Background: an optimization exercise with open tools, aiming at small area, a short achievable clock period and few clock cycles. Do not read the settings as production practice. At most, simulation tests tie the RTL to the original design; equivalence was not proved. No activity file was given, so power comes from the tool's default toggle rates.

main:
==> flow/design.v <==
module mdfu_ser_rx (
    input  wire       clk,
    input  wire       rst,         
    input  wire       dir_rsp,     
    input  wire       in_valid,
    input  wire [7:0] in_byte,
    output wire       in_ready,
    output reg        res_valid,
    input  wire       res_ready,
    output reg  [3:0] res_kind,    
    output reg  [3:0] res_sub,     
    output wire [4:0] res_seq,
    output wire       res_flag,    
    output wire [7:0] res_code,    
    output wire [5:0] res_len,     
    input  wire [5:0] rd_addr,
    output wire [7:0] rd_data
);
    localparam CAP  = 64;          
    localparam DCAP = 60;          
    localparam [7:0] START = 8'h56;
    localparam [7:0] END   = 8'h9E;
    localparam [7:0] ESC   = 8'hCC;
    localparam [3:0] K_PKT      = 4'h0;
    localparam [3:0] K_CHECKSUM = 4'h1;
    localparam [3:0] K_BADCMD   = 4'h3;
    localparam [3:0] K_BADSTS   = 4'h4;
    localparam [3:0] K_FRAMING  = 4'h6;
    localparam [3:0] K_SHORT    = 4'h7;
    localparam [3:0] FE_BAD_ESCAPE = 4'h3;
    localparam [3:0] FE_TOO_SHORT  = 4'h4;
    localparam [3:0] FE_OVERFLOW   = 4'h6;
    reg        in_frame;
    reg        esc;         
    reg        bad;         
    reg  [6:0] rcnt;        
    reg  [2:0] hs;          
    reg  [5:0] dp;          
    reg  [7:0] b0, b1;      
    reg [15:0] sum;         
    reg  [4:0] seq;
    reg        flag;
    reg  [7:0] code;
    reg  [7:0] dbuf [0:DCAP-1];
    assign in_ready = !res_valid || res_ready;
    assign res_seq  = seq;
    assign res_flag = flag;
    assign res_code = code;
    assign res_len  = dp;
    wire [3:0] s1, s2, s3;
    rx_dec2 u_s1 (.a(rd_addr[1:0]), .y(s1));
    rx_dec2 u_s2 (.a(rd_addr[3:2]), .y(s2));
    rx_dec2 u_s3 (.a(rd_addr[5:4]), .y(s3));
    wire [7:0] lv1 [0:15];
    wire [7:0] lv2 [0:3];
    genvar gi;
    generate
        for (gi = 0; gi < 15; gi = gi + 1) begin : g_l1
            rx_sel4 u_l1 (.s(s1), .d0(dbuf[4*gi]), .d1(dbuf[4*gi+1]),
                          .d2(dbuf[4*gi+2]), .d3(dbuf[4*gi+3]), .y(lv1[gi]));
        end
        for (gi = 0; gi < 3; gi = gi + 1) begin : g_l2
            rx_sel4 u_l2 (.s(s2), .d0(lv1[4*gi]), .d1(lv1[4*gi+1]),
                          .d2(lv1[4*gi+2]), .d3(lv1[4*gi+3]), .y(lv2[gi]));
        end
    endgenerate
    rx_sel3 u_l2x (.s(s2[2:0]), .d0(lv1[12]), .d1(lv1[13]), .d2(lv1[14]), .y(lv2[3]));
    rx_sel4 u_l3 (.s(s3), .d0(lv2[0]), .d1(lv2[1]), .d2(lv2[2]), .d3(lv2[3]), .y(rd_data));
    wire take     = in_valid && in_ready;
    wire is_start = (in_byte == START);
    wire is_end   = (in_byte == END);
    wire is_esc   = (in_byte == ESC);
    wire pair_ok  = (in_byte == 8'hA9) || (in_byte == 8'h61) || (in_byte == 8'h33);
    wire body     = take && in_frame && !is_start && !is_end && (rcnt != CAP);
    wire overflow = take && in_frame && !is_start && !is_end && (rcnt == CAP);
    wire ubyte    = body && (esc ? pair_ok : !is_esc);
    wire [7:0] u  = esc ? ~in_byte : in_byte;
    wire        full = hs[2];                        
    wire        par  = full ? dp[0] : hs[0];         
    wire [15:0] sum_add = par ? {b1, 8'h00} : {8'h00, b1};
    wire csum_ok = (~sum == {b0, b1});
    wire code_ok = (code >= 8'h01) && (code <= 8'h05);
    always @(posedge clk) begin
        if (ubyte && full)
            dbuf[dp] <= b1;
    end
    always @(posedge clk) begin
        if (rst) begin
            in_frame  <= 1'b0;
            esc       <= 1'b0;
            bad       <= 1'b0;
            rcnt      <= 7'd0;
            hs        <= 3'd0;
            dp        <= 6'd0;
            sum       <= 16'd0;
            res_valid <= 1'b0;
            res_kind  <= 4'd0;
            res_sub   <= 4'd0;
        end else begin
            if (res_valid && res_ready)
                res_valid <= 1'b0;
            if (take && is_start) begin
                in_frame <= 1'b1;
                esc      <= 1'b0;
                bad      <= 1'b0;
                rcnt     <= 7'd0;
                hs       <= 3'd0;
                dp       <= 6'd0;
                sum      <= 16'd0;
            end else if (take && in_frame && is_end) begin
                in_frame  <= 1'b0;
                res_valid <= 1'b1;
                if (bad || esc) begin
                    res_kind <= K_FRAMING;
                    res_sub  <= FE_BAD_ESCAPE;
                end else if (hs < 3'd2) begin
                    res_kind <= K_FRAMING;
                    res_sub  <= FE_TOO_SHORT;
                end else if (!csum_ok) begin
                    res_kind <= K_CHECKSUM;
                    res_sub  <= 4'd0;
                end else if (!full) begin
                    res_kind <= K_SHORT;
                    res_sub  <= 4'd0;
                end else if (!code_ok) begin
                    res_kind <= dir_rsp ? K_BADSTS : K_BADCMD;
                    res_sub  <= 4'd0;
                end else begin
                    res_kind <= K_PKT;
                    res_sub  <= 4'd0;
                end
            end else if (overflow) begin
                in_frame  <= 1'b0;
                res_valid <= 1'b1;
                res_kind  <= K_FRAMING;
                res_sub   <= FE_OVERFLOW;
            end else if (body) begin
                rcnt <= rcnt + 7'd1;
                if (esc) begin
                    esc <= 1'b0;
                    if (!pair_ok)
                        bad <= 1'b1;
                end else if (is_esc) begin
                    esc <= 1'b1;
                end
                if (ubyte) begin
                    if (!full)
                        hs <= hs + 3'd1;
                    else
                        dp <= dp + 6'd1;
                    if (hs >= 3'd2)
                        sum <= sum + sum_add;
                end
            end
        end
    end
    always @(posedge clk) begin
        if (ubyte) begin
            b0 <= u;
            b1 <= b0;
            if (hs == 3'd2) begin
                seq  <= b1[4:0];
                flag <= dir_rsp ? b1[6] : b1[7];
            end
            if (hs == 3'd3)
                code <= b1;
        end
    end
endmodule
module rx_dec2 (
    input  wire [1:0] a,
    output wire [3:0] y
);
    assign y = 4'd1 << a;
endmodule
module rx_sel4 (
    input  wire [3:0] s,
    input  wire [7:0] d0, d1, d2, d3,
    output wire [7:0] y
);
    assign y = (d0 & {8{s[0]}}) | (d1 & {8{s[1]}}) | (d2 & {8{s[2]}}) | (d3 & {8{s[3]}});
endmodule
module rx_sel3 (
    input  wire [2:0] s,
    input  wire [7:0] d0, d1, d2,
    output wire [7:0] y
);
    wire [7:0] n01, n2;
    rx_aoi22 u_a (.a1(d0), .a2({8{s[0]}}), .b1(d1), .b2({8{s[1]}}), .y(n01));
    rx_nand2 u_b (.a(d2), .b({8{s[2]}}), .y(n2));
    rx_nand2 u_c (.a(n01), .b(n2), .y(y));
endmodule
module rx_aoi22 (
    input  wire [7:0] a1, a2, b1, b2,
    output wire [7:0] y
);
    assign y = ~((a1 & a2) | (b1 & b2));
endmodule
module rx_nand2 (
    input  wire [7:0] a, b,
    output wire [7:0] y
);
    assign y = ~(a & b);
endmodule
Settings: LEC_CHECK=0, CAP_MARGIN=20, CORE_MARGIN=2, CORE_UTILIZATION=40, PLACE_DENSITY=0.75, SETUP_SLACK_MARGIN=5, SLEW_MARGIN=20, SYNTH_HIERARCHICAL=1, SYNTH_MINIMUM_KEEP_SIZE=0, TNS_END_PERCENT=5; clock period 10.0 ns.
standard.sh (not shown) runs the stock make flow with config.mk's settings and CLKGATE_MAP_FILE= SYNTH_SCRIPT=/design/flow/synth_recipe.tcl, a recipe that flattens the netlist after the stock synthesis.
==> flow/flow/run.sh <==
#!/bin/bash
# Layout flow: the standard ORFS flow, with clock-tree synthesis told
# to build larger sink clusters from clkbuf_16 and not to add dummy loads,
# and port buffers started from the smallest buffer.
set -euo pipefail
export CTS_ARGS="-sink_clustering_enable -repair_clock_nets -sink_clustering_size 25 -sink_clustering_max_diameter 80 -buf_list sky130_fd_sc_hd__clkbuf_16 -dont_use_dummy_load"
export BUFFER_PORTS_ARGS="-buffer_cell sky130_fd_sc_hd__buf_1"
bash standard.sh > orfs_make.log 2>&1
--- input diff main..the feature branch ---
-- flow/design.v --
<<< main, line 186
    output wire [7:0] y
);
    wire [7:0] n01, n2;
    rx_aoi22 u_a (.a1(d0), .a2({8{s[0]}}), .b1(d1), .b2({8{s[1]}}), .y(n01));
    rx_nand2 u_b (.a(d2), .b({8{s[2]}}), .y(n2));
    rx_nand2 u_c (.a(n01), .b(n2), .y(y));
endmodule
module rx_aoi22 (
    input  wire [7:0] a1, a2, b1, b2,
    output wire [7:0] y
);
    assign y = ~((a1 & a2) | (b1 & b2));
endmodule
module rx_nand2 (
    input  wire [7:0] a, b,
    output wire [7:0] y
);
    assign y = ~(a & b);
endmodule
>>> the feature branch, line 186
    output wire [7:0] y
);
    assign y = (d0 & {8{s[0]}}) | (d1 & {8{s[1]}}) | (d2 & {8{s[2]}});
endmodule
[summary]
Of the two values seen for cell type of the slowest stage on the worst timing path, sky130_fd_sc_hd__and2b_4 was produced by main and sky130_fd_sc_hd__a222oi_1 by the feature branch.
Relative contribution of the clock network to total power ends up lower on main.
Diff main -> the feature branch: non-clock inverter instance count of the final layout up 8; final area shrank by about 0.8%; hold slack now sits higher.
Per the comparison of the feature branch with main, synthesized cell count decreased by 0.39% relative to the old numbers; sum of routed wire segments on met1 decreased by 5.0% relative to the old numbers.
Testbench counts of the feature branch, summed over its fixed seeds: cycles 31,403.
The RTL of main was laid out without a check of its function.

---

## the reference run
mdfu_ser_rx with an RTL version that a note above also has.
Size in the first run: ~1500 cells after synthesis, ~550 flip-flops, roughly 57 I/O pins.
==> module mdfu_ser_rx, before the edit <==
module mdfu_ser_rx (
    input  wire       clk,
    input  wire       rst,         
    input  wire       dir_rsp,     
    input  wire       in_valid,
    input  wire [7:0] in_byte,
    output wire       in_ready,
    output reg        res_valid,
    input  wire       res_ready,
    output reg  [3:0] res_kind,    
    output reg  [3:0] res_sub,     
    output wire [4:0] res_seq,
    output wire       res_flag,    
    output wire [7:0] res_code,    
    output wire [5:0] res_len,     
    input  wire [5:0] rd_addr,
    output wire [7:0] rd_data
);
    localparam CAP  = 64;          
    localparam DCAP = 60;          
    localparam [7:0] START = 8'h56;
    localparam [7:0] END   = 8'h9E;
    localparam [7:0] ESC   = 8'hCC;
    localparam [3:0] K_PKT      = 4'h0;
    localparam [3:0] K_CHECKSUM = 4'h1;
    localparam [3:0] K_BADCMD   = 4'h3;
    localparam [3:0] K_BADSTS   = 4'h4;
    localparam [3:0] K_FRAMING  = 4'h6;
    localparam [3:0] K_SHORT    = 4'h7;
    localparam [3:0] FE_BAD_ESCAPE = 4'h3;
    localparam [3:0] FE_TOO_SHORT  = 4'h4;
    localparam [3:0] FE_OVERFLOW   = 4'h6;
    reg        in_frame;
    reg        esc;         
    reg        bad;         
    reg  [6:0] rcnt;        
    reg  [2:0] hs;          
    reg  [5:0] dp;          
    reg  [7:0] b0, b1;      
    reg [15:0] sum;         
    reg  [4:0] seq;
    reg        flag;
    reg  [7:0] code;
    reg  [7:0] dbuf [0:DCAP-1];
    assign in_ready = !res_valid || res_ready;
    assign res_seq  = seq;
    assign res_flag = flag;
    assign res_code = code;
    assign res_len  = dp;
    wire [3:0] s1, s2, s3;
    rx_dec2 u_s1 (.a(rd_addr[1:0]), .y(s1));
    rx_dec2 u_s2 (.a(rd_addr[3:2]), .y(s2));
    rx_dec2 u_s3 (.a(rd_addr[5:4]), .y(s3));
    wire [7:0] lv1 [0:15];
    wire [7:0] lv2 [0:3];
    genvar gi;
    generate
        for (gi = 0; gi < 15; gi = gi + 1) begin : g_l1
            rx_sel4 u_l1 (.s(s1), .d0(dbuf[4*gi]), .d1(dbuf[4*gi+1]),
                          .d2(dbuf[4*gi+2]), .d3(dbuf[4*gi+3]), .y(lv1[gi]));
        end
        for (gi = 0; gi < 3; gi = gi + 1) begin : g_l2
            rx_sel4 u_l2 (.s(s2), .d0(lv1[4*gi]), .d1(lv1[4*gi+1]),
                          .d2(lv1[4*gi+2]), .d3(lv1[4*gi+3]), .y(lv2[gi]));
        end
    endgenerate
    rx_sel3 u_l2x (.s(s2[2:0]), .d0(lv1[12]), .d1(lv1[13]), .d2(lv1[14]), .y(lv2[3]));
    rx_sel4 u_l3 (.s(s3), .d0(lv2[0]), .d1(lv2[1]), .d2(lv2[2]), .d3(lv2[3]), .y(rd_data));
    wire take     = in_valid && in_ready;
    wire is_start = (in_byte == START);
    wire is_end   = (in_byte == END);
    wire is_esc   = (in_byte == ESC);
    wire pair_ok  = (in_byte == 8'hA9) || (in_byte == 8'h61) || (in_byte == 8'h33);
    wire body     = take && in_frame && !is_start && !is_end && (rcnt != CAP);
    wire overflow = take && in_frame && !is_start && !is_end && (rcnt == CAP);
    wire ubyte    = body && (esc ? pair_ok : !is_esc);
    wire [7:0] u  = esc ? ~in_byte : in_byte;
    wire        full = hs[2];                        
    wire        par  = full ? dp[0] : hs[0];         
    wire [15:0] sum_add = par ? {b1, 8'h00} : {8'h00, b1};
    wire csum_ok = (~sum == {b0, b1});
    wire code_ok = (code >= 8'h01) && (code <= 8'h05);
    always @(posedge clk) begin
        if (ubyte && full)
            dbuf[dp] <= b1;
    end
    always @(posedge clk) begin
        if (rst) begin
            in_frame  <= 1'b0;
            esc       <= 1'b0;
            bad       <= 1'b0;
            rcnt      <= 7'd0;
            hs        <= 3'd0;
            dp        <= 6'd0;
            sum       <= 16'd0;
            res_valid <= 1'b0;
            res_kind  <= 4'd0;
            res_sub   <= 4'd0;
        end else begin
            if (res_valid && res_ready)
                res_valid <= 1'b0;
            if (take && is_start) begin
                in_frame <= 1'b1;
                esc      <= 1'b0;
                bad      <= 1'b0;
                rcnt     <= 7'd0;
                hs       <= 3'd0;
                dp       <= 6'd0;
                sum      <= 16'd0;
            end else if (take && in_frame && is_end) begin
                in_frame  <= 1'b0;
                res_valid <= 1'b1;
                if (bad || esc) begin
                    res_kind <= K_FRAMING;
                    res_sub  <= FE_BAD_ESCAPE;
                end else if (hs < 3'd2) begin
                    res_kind <= K_FRAMING;
                    res_sub  <= FE_TOO_SHORT;
                end else if (!csum_ok) begin
                    res_kind <= K_CHECKSUM;
                    res_sub  <= 4'd0;
                end else if (!full) begin
                    res_kind <= K_SHORT;
                    res_sub  <= 4'd0;
                end else if (!code_ok) begin
                    res_kind <= dir_rsp ? K_BADSTS : K_BADCMD;
                    res_sub  <= 4'd0;
                end else begin
                    res_kind <= K_PKT;
                    res_sub  <= 4'd0;
                end
            end else if (overflow) begin
                in_frame  <= 1'b0;
                res_valid <= 1'b1;
                res_kind  <= K_FRAMING;
                res_sub   <= FE_OVERFLOW;
            end else if (body) begin
                rcnt <= rcnt + 7'd1;
                if (esc) begin
                    esc <= 1'b0;
                    if (!pair_ok)
                        bad <= 1'b1;
                end else if (is_esc) begin
                    esc <= 1'b1;
                end
                if (ubyte) begin
                    if (!full)
                        hs <= hs + 3'd1;
                    else
                        dp <= dp + 6'd1;
                    if (hs >= 3'd2)
                        sum <= sum + sum_add;
                end
            end
        end
    end
    always @(posedge clk) begin
        if (ubyte) begin
            b0 <= u;
            b1 <= b0;
            if (hs == 3'd2) begin
                seq  <= b1[4:0];
                flag <= dir_rsp ? b1[6] : b1[7];
            end
            if (hs == 3'd3)
                code <= b1;
        end
    end
endmodule
==> module rx_sel4, before the edit <==
module rx_sel4 (
    input  wire [3:0] s,
    input  wire [7:0] d0, d1, d2, d3,
    output wire [7:0] y
);
    assign y = (d0 & {8{s[0]}}) | (d1 & {8{s[1]}}) | (d2 & {8{s[2]}}) | (d3 & {8{s[3]}});
endmodule
==> module rx_sel3, before the edit <==
module rx_sel3 (
    input  wire [2:0] s,
    input  wire [7:0] d0, d1, d2,
    output wire [7:0] y
);
    assign y = (d0 & {8{s[0]}}) | (d1 & {8{s[1]}}) | (d2 & {8{s[2]}});
endmodule
clock: 10.0 ns
lec_check: 0
cap_margin: 20
core_margin: 2
core_utilization: 40
cts_buf_list: sky130_fd_sc_hd__clkbuf_16
cts_cluster_diameter: 80
cts_cluster_size: 25
setup_slack_margin: 4.3
slew_margin: 20
synth_hierarchical: 1
synth_minimum_keep_size: 0
run.sh (not shown) runs the stock make flow with config.mk's settings and CLKGATE_MAP_FILE= SYNTH_SCRIPT=/design/flow/synth_recipe.tcl, a recipe that flattens the netlist after the stock synthesis.
Stock flow here: none of the scripts above is used.
Testbench counts of the reference run, summed over its fixed seeds: cycles 31,403.
Input changes introduced in the trial run (baseline for comparison: the reference run):
--- a/flow/design.v
+++ b/flow/design.v
@@ -81,7 +81,11 @@
     wire csum_ok = (~sum == {b0, b1});
     wire code_ok = (code >= 8'h01) && (code <= 8'h05);
+    reg       wr_en;
+    reg [7:0] wr_data;
     always @(posedge clk) begin
-        if (ubyte && full)
-            dbuf[dp] <= b1;
+        wr_en   <= ubyte && full && !rst;
+        wr_data <= b1;
+        if (wr_en)
+            dbuf[dp - 6'd1] <= wr_data;
     end
     always @(posedge clk) begin
@@ -179,5 +183,8 @@
     output wire [7:0] y
 );
-    assign y = (d0 & {8{s[0]}}) | (d1 & {8{s[1]}}) | (d2 & {8{s[2]}}) | (d3 & {8{s[3]}});
+    wire [7:0] n01, n23;
+    rx_aoi22 u_a (.a1(d0), .a2({8{s[0]}}), .b1(d1), .b2({8{s[1]}}), .y(n01));
+    rx_aoi22 u_b (.a1(d2), .a2({8{s[2]}}), .b1(d3), .b2({8{s[3]}}), .y(n23));
+    rx_nand2 u_c (.a(n01), .b(n23), .y(y));
 endmodule
 module rx_sel3 (
@@ -186,4 +193,19 @@
     output wire [7:0] y
 );
-    assign y = (d0 & {8{s[0]}}) | (d1 & {8{s[1]}}) | (d2 & {8{s[2]}});
-endmodule
+    wire [7:0] n01, n2;
+    rx_aoi22 u_a (.a1(d0), .a2({8{s[0]}}), .b1(d1), .b2({8{s[1]}}), .y(n01));
+    rx_nand2 u_b (.a(d2), .b({8{s[2]}}), .y(n2));
+    rx_nand2 u_c (.a(n01), .b(n2), .y(y));
+endmodule
+module rx_aoi22 (
+    input  wire [7:0] a1, a2, b1, b2,
+    output wire [7:0] y
+);
+    assign y = ~((a1 & a2) | (b1 & b2));
+endmodule
+module rx_nand2 (
+    input  wire [7:0] a, b,
+    output wire [7:0] y
+);
+    assign y = ~(a & b);
+endmodule
Results
Of the two values seen for launch point of the critical path, rd_addr[0] was produced by the reference run and rd_addr[1] by the trial run. Summary of the trial run over the reference run: switching power share of the total shows an increase of 0.53 points; via count shows an increase of about 4%; cell depth of the worst setup path shows an increase of 1; area added between synthesis and finish shows an increase of 0.55 points; final-layout non-clock buffer area share shows a reduction of 0.43 points. ~same multiplexer fraction of the synthesized cell area in the reference run and the trial run.
Only the layout flow was run in the trial run; the RTL was not checked for function there.

what the ideal ports hide:
The results above use ideal ports. As a check the final layouts listed here were re-extracted and re-timed, cells and wires unchanged. Step 1 assumes that a clkbuf_16 drives the clock port and a buf_2 every other input. Step 2 also shifts input and output timing later by t, the mid clock arrival at the registers, as if the neighbouring blocks saw the same clock. Slacks: ideal ports / drivers / drivers and shift; pairs: ideal ports / drivers.
| run | t (ns) | slack for setup (ns) | hold WS [ns] | clock arrival spread, ns | cell pins on the clock port's net |
|---|---|---|---|---|---|
| main | 0.625 | 4.209 / 4.149 / 4.149 | 0.470 / 0.470 / 0.470 | 0.117 / 0.117 | 1 |
| the feature branch | 0.626 | 4.168 / 4.049 / 4.049 | 0.476 / 0.476 / 0.476 | 0.123 / 0.124 | 1 |
| the reference run | 0.655 | 4.025 / 3.961 / 3.879 | 0.482 / 0.482 / 0.482 | 0.038 / 0.038 | 1 |
| the trial run | 0.654 | 3.944 / 3.888 / 3.888 | 0.477 / 0.477 / 0.477 | 0.040 / 0.040 | 1 |
After both steps every run listed still meets setup and hold. The setup slack of the reference run, which loses most, moves by -0.064 ns with the drivers and by -0.146 ns with both steps.
